Context: an optimization exercise on an open-source flow, tuned for small area, a short achievable clock period and few clock cycles. The choices shown serve that exercise and are no tape-out recipe.
Power and IR drop assume default switching activity.

==> flow/design.v (excerpt) <==
module rawc_seq (
    input  wire        clk,
    input  wire        rst,         
    input  wire        cmd_valid,
    output wire        cmd_ready,
    input  wire [31:0] cmd_word,
    input  wire        wr_valid,
    output wire        wr_ready,
    input  wire [7:0]  wr_byte,
    output wire        rd_valid,
    output wire [7:0]  rd_byte,
    output wire        rsp_valid,
    input  wire        rsp_ready,
    output wire [31:0] rsp_word,
    output wire        p_valid,
    input  wire        p_ready,
    output wire [3:0]  p_kind,
    output wire [5:0]  p_reg,
    output wire        p_word,
    output wire [15:0] p_wdata,
    input  wire [31:0] p_rdata
);
clock: 5.0 ns
lec_check: 0
cap_margin: 10
core_margin: 2
core_utilization: 55
setup_slack_margin: 1.6
slew_margin: 10
standard.sh (not shown) runs the stock make flow with config.mk's settings and CLKGATE_MAP_FILE= SYNTH_SCRIPT=/design/flow/synth_recipe.tcl, a recipe that flattens the netlist after the stock synthesis.
==> flow/flow/run.sh <==
#!/bin/bash
# Layout flow: the standard ORFS flow (standard.sh), with these changes:
#  - the port buffers inserted during placement use the smallest buffer cell;
#  - synthesis leaves adders to ABC instead of extracting half/full adder
#    cells (ADDER_MAP_FILE empty), so carry chains are mapped as logic; the
#    synthesis script and its register names are the standard ones;
#  - clock tree synthesis uses clkbuf_4/clkbuf_8 and adds no dummy loads.
set -euo pipefail
export BUFFER_PORTS_ARGS="-buffer_cell sky130_fd_sc_hd__buf_1"
export ADDER_MAP_FILE=
export CTS_ARGS="-sink_clustering_enable -repair_clock_nets -buf_list {sky130_fd_sc_hd__clkbuf_4 sky130_fd_sc_hd__clkbuf_8} -dont_use_dummy_load"
bash standard.sh > standard_flow.log 2>&1
The baseline completed without violations.
Rerun with:
--- a/flow/design.v
+++ b/flow/design.v
@@ -76,12 +76,15 @@
     reg        pv;            
     reg        rq;            
     reg [3:0]  op;
     reg        ill;           
     reg [15:0] imm;
     reg [2:0]  w;             
+    reg [2:0]  mp;            
+    reg        md;            
+    reg        second;        
     reg [5:0]  oob;
     reg [1:0]  mnt;           
     reg [3:0]  diags;
     reg        prior;         
     reg [31:0] t0;
     function [5:0] reg_of;
@@ -197,28 +200,29 @@
         endcase
     end
     assign p_reg  = is_diag ? {sub, w} : fixed ? fix_reg : reg_of(w, sub);
     assign p_word = !(fixed && (sub[1:0] == 2'd2 || (sub[1:0] == 2'd1 && w_lo)));
     wire        use_byte = kind[2] && kind[1];         
     wire        use_fix  = fixed && !is_diag;          
+    wire        use_ctl  = (sub == 3'd2) && !is_diag;  
     wire        use_dz   = is_diag && (sub != 3'd1);   
     reg  [15:0] fix_data;
     always @(*) begin
         case (sub[1:0])
             2'd1:    fix_data = w_lo ? {8'd0, m1} : mask2(w);    
             2'd2:    fix_data = {8'd0, m1};                       
             default: fix_data = 16'h003C;                         
         endcase
     end
     assign p_wdata = use_byte ? {8'd0, t0[23:16]} :
                      use_fix  ? fix_data :
+                     use_ctl  ? {md, mp, second ? 12'd0 : imm[11:0]} :
                      use_dz   ? {15'd0, (sub == 3'd2) && (op == OP_WRITE_B)} :
                      imm;
     assign rsp_valid = rq;
     assign rsp_word  = {ill, 11'd0, diags, ill ? 16'd0 : t0[15:0]};
-    wire        second  = (op == OP_INIT && w == 3'd4) || (op == OP_ALLOC_M && w == 3'd2);
     wire [15:0] rd16    = p_rdata[15:0];
     wire        rd_nz   = (rd16 != 16'd0);
     wire        rd0     = p_rdata[0];
     wire [5:0]  dlo    = {1'b0, p_rdata[4:0]} - {1'b0, t0[4:0]};
     wire        blo    = dlo[5];
     wire [26:0] th     = p_rdata[31:5];
@@ -296,13 +300,13 @@
     wire d = (dsel_hit && hit) || (dsel_tmo && tmo) || (dsel_nz && rd_nz) ||
              (dsel_go && go_mv) || (dsel_rd0 && rd0);
     wire rqA = (nA == S_RSP);
     wire rqB = (nB == S_RSP);
     wire pvA = !rqA && !(nA == S_AWRB && !wr_valid);
     wire pvB = !rqB && !(nB == S_AWRB && !wr_valid);
-    wire want_b = (st == S_AWR) || (st == S_AWRB);
+    wire want_b = (st == S_AWR && !zlen) || (st == S_AWRB && !last_b);
     assign wr_ready = (hs && want_b) || (st == S_AWRB && !pv);
     wire take_b = wr_ready && wr_valid;
     assign cmd_ready = (kind == 4'd0);
     wire acc = cmd_valid && cmd_ready;
     wire [3:0] c_op = cmd_word[31:28];
     wire [2:0] c_w  = cmd_word[26:24];
@@ -413,14 +417,15 @@
                         diags[3] <= 1'b1;
                         t0[15:0] <= 16'd0;
                     end
                     S_RDBC: begin
                         case (op)
                             OP_INIT: begin
-                                w   <= 3'd4;
-                                imm <= {1'b1, 3'd3, 12'd0};
+                                second <= 1'b1;
+                                w      <= 3'd4;
+                                md     <= 1'b1;
                                 t0[15:0] <= 16'd0;
                             end
                             OP_ALLOC_M: begin
                                 t0[15:0] <= {15'd0, rd_nz && !second};
                             end
                             OP_ALLOC_D: begin
@@ -432,14 +437,15 @@
                             default: t0[15:0] <= 16'd0;
                         endcase
                     end
                     S_FIFO: begin
                         t0[15:0] <= 16'd0;
                         if (!fifo_ok) begin
-                            w   <= 3'd2;
-                            imm <= {1'b0, 3'd1, 12'd0};
+                            second <= 1'b1;
+                            w      <= 3'd2;
+                            md     <= 1'b0;
                         end
                     end
                     S_STAT: begin
                         if (!rd0) t0[15:0] <= 16'd0;
                     end
                     S_GIDX:  t0[15:0] <= rd16;
@@ -450,22 +456,24 @@
             end
             if (acc) begin
                 op     <= c_op;
                 ill    <= !c_ok;
                 imm    <= cmd_word[15:0];
                 diags  <= 4'd0;
+                second <= 1'b0;
                 w      <= c_w;
+                mp     <= cmd_word[22:20];
+                md     <= cmd_word[27];
                 case (c_op)
-                    OP_INIT:     begin w <= 3'd1; imm[15:12] <= {1'b0, 3'd3}; end
-                    OP_ALLOC_M:  begin w <= 3'd3; imm[15:12] <= {1'b1, 3'd1}; end
-                    OP_ALLOC_D:  begin w <= 3'd1; imm[15:12] <= {1'b1, 3'd2}; end
-                    OP_DEALL_M:  begin w <= 3'd2; imm[15:12] <= {1'b0, 3'd1}; end
-                    OP_DEALL_D:  begin w <= 3'd0; imm[15:12] <= {1'b0, 3'd2}; end
-                    OP_MOUNT_RX: imm[15:12] <= {1'b1, 3'd0};
-                    OP_SEND_M:   begin w <= 3'd3; imm[15:12] <= {1'b0, 3'd0}; end
-                    OP_MOVE:     imm[15:12] <= {cmd_word[27], cmd_word[22:20]};
+                    OP_INIT:     begin w <= 3'd1; mp <= 3'd3; md <= 1'b0; end
+                    OP_ALLOC_M:  begin w <= 3'd3; mp <= 3'd1; md <= 1'b1; end
+                    OP_ALLOC_D:  begin w <= 3'd1; mp <= 3'd2; md <= 1'b1; end
+                    OP_DEALL_M:  begin w <= 3'd2; mp <= 3'd1; md <= 1'b0; end
+                    OP_DEALL_D:  begin w <= 3'd0; mp <= 3'd2; md <= 1'b0; end
+                    OP_MOUNT_RX: begin mp <= 3'd0; md <= 1'b1; end
+                    OP_SEND_M:   begin w <= 3'd3; mp <= 3'd0; md <= 1'b0; end
                     default: ;
                 endcase
                 case (c_op)
                     OP_GET_ST: t0[15:0] <= {15'd0, mnt[c_w[0]]};
                     OP_SET_ST: t0[15:0] <= 16'd0;
                     OP_RDCSR:  t0[15:0] <= cmd_word[0] ? {14'd0, mnt} : {10'd0, oob};
What happened: The changed run ran to the end with no violations. Design area rose by 1.5%. Clock power rose by about 1%. Critical path depth rose by 1. Via count rose by 0.36%. Sequential share of layout area rose by 1.4 points. Power fell by 17%. Utilization fell by 1.6 points.
No run of this note included a check of the RTL's function; only the layout flow was run.

========
Setup of north:
rawc_seq, a different RTL version from the one above (not shown whole).
Size: ~79 flip-flops, about 150 I/O pins, about 7600 um2 of cells after synthesis.
==> flow/design.v (excerpt) <==
module rawc_seq (
    input  wire        clk,
    input  wire        rst,         
    input  wire        cmd_valid,
    output wire        cmd_ready,
    input  wire [31:0] cmd_word,
    input  wire        wr_valid,
    output wire        wr_ready,
    input  wire [7:0]  wr_byte,
    output wire        rd_valid,
    output wire [7:0]  rd_byte,
    output wire        rsp_valid,
    input  wire        rsp_ready,
    output wire [31:0] rsp_word,
    output wire        p_valid,
    input  wire        p_ready,
    output wire [3:0]  p_kind,
    output wire [5:0]  p_reg,
    output wire        p_word,
    output wire [15:0] p_wdata,
    input  wire [31:0] p_rdata
);
export LEC_CHECK = 0
export CAP_MARGIN = 20
export CORE_MARGIN = 2
export CORE_UTILIZATION = 55
export CTS_BUF_LIST = sky130_fd_sc_hd__clkbuf_4 sky130_fd_sc_hd__clkbuf_8
export SETUP_SLACK_MARGIN = 1.5
export SLEW_MARGIN = 20
create_clock -name core_clock -period 5.0 [get_ports {clk}]
==> flow/flow/run.sh <==
#!/bin/bash
# Layout flow: the standard ORFS flow (standard.sh), with two changes:
#  - the port buffers inserted during placement use the smallest buffer cell;
#  - synthesis leaves adders to ABC instead of extracting half/full adder
#    cells (ADDER_MAP_FILE empty), so carry chains are mapped as logic.
# The synthesis script and its register names are the standard ones.
set -euo pipefail
export BUFFER_PORTS_ARGS="-buffer_cell sky130_fd_sc_hd__buf_1"
export ADDER_MAP_FILE=
bash standard.sh > standard_flow.log 2>&1
diff inputs: north => south
-- flow/design.v --
<<< north, line 80
    reg [15:0] imm;
    reg [2:0]  w;             
    reg [5:0]  oob;
    reg [1:0]  mnt;           
>>> south, line 80
    reg [15:0] imm;
    reg [2:0]  w;             
    reg [2:0]  mp;            
    reg        md;            
    reg        second;        
    reg [5:0]  oob;
    reg [1:0]  mnt;           
<<< north, line 202
    wire        use_byte = kind[2] && kind[1];         
    wire        use_fix  = fixed && !is_diag;          
    wire        use_dz   = is_diag && (sub != 3'd1);   
    reg  [15:0] fix_data;
>>> south, line 205
    wire        use_byte = kind[2] && kind[1];         
    wire        use_fix  = fixed && !is_diag;          
    wire        use_ctl  = (sub == 3'd2) && !is_diag;  
    wire        use_dz   = is_diag && (sub != 3'd1);   
    reg  [15:0] fix_data;
<<< north, line 213
    assign p_wdata = use_byte ? {8'd0, t0[23:16]} :
                     use_fix  ? fix_data :
                     use_dz   ? {15'd0, (sub == 3'd2) && (op == OP_WRITE_B)} :
                     imm;
    assign rsp_valid = rq;
    assign rsp_word  = {ill, 11'd0, diags, rz ? 16'd0 : t0[15:0]};
    wire        second  = (op == OP_INIT && w == 3'd4) || (op == OP_ALLOC_M && w == 3'd2);
    wire [15:0] rd16    = p_rdata[15:0];
    wire        rd_nz   = (rd16 != 16'd0);
>>> south, line 217
    assign p_wdata = use_byte ? {8'd0, t0[23:16]} :
                     use_fix  ? fix_data :
                     use_ctl  ? {md, mp, second ? 12'd0 : imm[11:0]} :
                     use_dz   ? {15'd0, (sub == 3'd2) && (op == OP_WRITE_B)} :
                     imm;
    assign rsp_valid = rq;
    assign rsp_word  = {ill, 11'd0, diags, rz ? 16'd0 : t0[15:0]};
    wire [15:0] rd16    = p_rdata[15:0];
    wire        rd_nz   = (rd16 != 16'd0);
<<< north, line 301
    wire pvA = !rqA && !(nA == S_AWRB && !wr_valid);
    wire pvB = !rqB && !(nB == S_AWRB && !wr_valid);
    wire want_b = (st == S_AWR) || (st == S_AWRB);
    assign wr_ready = (hs && want_b) || (st == S_AWRB && !pv);
    wire take_b = wr_ready && wr_valid;
>>> south, line 305
    wire pvA = !rqA && !(nA == S_AWRB && !wr_valid);
    wire pvB = !rqB && !(nB == S_AWRB && !wr_valid);
    wire want_b = (st == S_AWR && !zlen) || (st == S_AWRB && !last_b);
    assign wr_ready = (hs && want_b) || (st == S_AWRB && !pv);
    wire take_b = wr_ready && wr_valid;
<<< north, line 395
            if (hs) begin
                case (st)
                    S_EDIS: begin
                        prior <= rd0;
                        case (op)
                            OP_INIT:     mnt <= 2'b00;
                            OP_DEALL_D:  mnt[0] <= 1'b0;
                            OP_MOUNT_RX: if (w == 3'd0) mnt[0] <= 1'b1;
                            default: ;
                        endcase
                    end
                    S_T0:    t0 <= p_rdata;
                    S_DGI:   begin
>>> south, line 399
            if (hs) begin
                case (st)
                    S_EDIS:  prior <= rd0;
                    S_T0:    t0 <= p_rdata;
                    S_DGI:   begin
<<< north, line 420
                        case (op)
                            OP_INIT: begin
                                w   <= 3'd4;
                                imm <= {1'b1, 3'd3, 12'd0};
                            end
                            OP_ALLOC_M: begin
>>> south, line 416
                        case (op)
                            OP_INIT: begin
                                second <= 1'b1;
                                w      <= 3'd4;
                                md     <= 1'b1;
                            end
                            OP_ALLOC_M: begin
<<< north, line 434
                        rz <= 1'b1;
                        if (!fifo_ok) begin
                            w   <= 3'd2;
                            imm <= {1'b0, 3'd1, 12'd0};
                        end
                    end
>>> south, line 431
                        rz <= 1'b1;
                        if (!fifo_ok) begin
                            second <= 1'b1;
                            w      <= 3'd2;
                            md     <= 1'b0;
                        end
                    end
<<< north, line 451
                imm    <= cmd_word[15:0];
                diags  <= 4'd0;
                w      <= c_w;
                case (c_op)
                    OP_INIT:     begin w <= 3'd1; imm[15:12] <= {1'b0, 3'd3}; end
                    OP_ALLOC_M:  begin w <= 3'd3; imm[15:12] <= {1'b1, 3'd1}; end
                    OP_ALLOC_D:  begin w <= 3'd1; imm[15:12] <= {1'b1, 3'd2}; end
                    OP_DEALL_M:  begin w <= 3'd2; imm[15:12] <= {1'b0, 3'd1}; end
                    OP_DEALL_D:  begin w <= 3'd0; imm[15:12] <= {1'b0, 3'd2}; end
                    OP_MOUNT_RX: imm[15:12] <= {1'b1, 3'd0};
                    OP_SEND_M:   begin w <= 3'd3; imm[15:12] <= {1'b0, 3'd0}; end
                    OP_MOVE:     imm[15:12] <= {cmd_word[27], cmd_word[22:20]};
                    default: ;
                endcase
>>> south, line 449
                imm    <= cmd_word[15:0];
                diags  <= 4'd0;
                second <= 1'b0;
                w      <= c_w;
                mp     <= cmd_word[22:20];
                md     <= cmd_word[27];
                case (c_op)
                    OP_INIT:     begin w <= 3'd1; mp <= 3'd3; md <= 1'b0; end
                    OP_ALLOC_M:  begin w <= 3'd3; mp <= 3'd1; md <= 1'b1; end
                    OP_ALLOC_D:  begin w <= 3'd1; mp <= 3'd2; md <= 1'b1; end
                    OP_DEALL_M:  begin w <= 3'd2; mp <= 3'd1; md <= 1'b0; end
                    OP_DEALL_D:  begin w <= 3'd0; mp <= 3'd2; md <= 1'b0; end
                    OP_MOUNT_RX: begin mp <= 3'd0; md <= 1'b1; end
                    OP_SEND_M:   begin w <= 3'd3; mp <= 3'd0; md <= 1'b0; end
                    default: ;
                endcase
<<< north, line 473
                    default:               rz <= !c_ok;
                endcase
                if (c_op == OP_SET_ST && !cmd_word[27] && cmd_word[26:25] == 2'd0 &&
                    cmd_word[23:1] == 23'd0)
                    mnt[c_w[0]] <= cmd_word[0];
            end
        end
>>> south, line 473
                    default:               rz <= !c_ok;
                endcase
                if (c_ok) begin
                    case (c_op)
                        OP_INIT:     mnt <= 2'b00;
                        OP_DEALL_D:  mnt[0] <= 1'b0;
                        OP_MOUNT_RX: if (c_w == 3'd0) mnt[0] <= 1'b1;
                        OP_SET_ST:   mnt[c_w[0]] <= cmd_word[0];
                        default: ;
                    endcase
                end
            end
        end
Looking at the reports, south completed the entire flow and the layout it produced met the timing, design-rule and antenna checks. Post-synthesis mux area share is higher on north. Between south and north, the clock network area share figures differ only marginally. The total power per unit cell area reported for south is smaller than that of north by 3.4%. south vs north, destination of the critical timing path: p_wdata[2] vs st[4]. Worst slew margin relative to its limit: south vs north up 4.0 points. Compared with north, in south number of standard cells after synthesis has increased; power consumed by the clock network has decreased. The first-pass GRT wire length on south is in line with that on north. Sort north and south by hold slack, descending, and south comes first. The proportion of power drawn by combinational gates number comes out higher for north vs south. Relative to north, the DRC marker count from the first detailed-route iteration of south is lower by 10%. Taking north as the reference, in south area of the mapped netlist now larger; maximum frequency rose 0.0048 GHz. The die of south is larger than the one used in north. Against north, multi-input combinational gate total in south rose by a few percent.
No functional check of the RTL was part of any run of this note.

## static timing again, ports no longer ideal
Ports are ideal in the flow. The routed layouts listed here were re-timed in OpenROAD.
Step 1 (the two cells are an assumption about what drives the block):
set clk [get_ports {clk}]
set_driving_cell -lib_cell sky130_fd_sc_hd__clkbuf_16 $clk
set_driving_cell -lib_cell sky130_fd_sc_hd__buf_2 [delete_from_list [all_inputs] $clk]
Step 2 adds t to the input delays and takes it off the output delays; t is the mean of the earliest and latest rising clock arrival at the registers after step 1. Input paths then give back, and output paths get back, about the clock's delay inside the block.
Three values: no drivers, after step 1, after step 2; two values: the first two.
| run | shift t [ns] | slack for setup (ns) | hold slack, ns | latest minus earliest clock arrival (ns) | cell pins on the clock port's net |
|---|---|---|---|---|---|
| the first run of note 1 | 0.417 | 1.626 / 1.587 / 1.225 | 0.504 / 0.504 / 0.504 | 0.019 / 0.019 | 1 |
| the second run of note 1 | 0.417 | 1.622 / 1.584 / 1.353 | 0.527 / 0.527 / 0.527 | 0.028 / 0.027 | 1 |
| north | 0.412 | 1.498 / 1.499 / 1.087 | 0.522 / 0.522 / 0.522 | 0.015 / 0.014 | 1 |
| south | 0.414 | 1.556 / 1.519 / 1.282 | 0.529 / 0.529 / 0.529 | 0.011 / 0.011 | 1 |
After both steps every run listed still meets setup and hold. For north, which loses most, drivers alone change the setup slack by +0.001 ns; drivers and shift together by -0.411 ns.
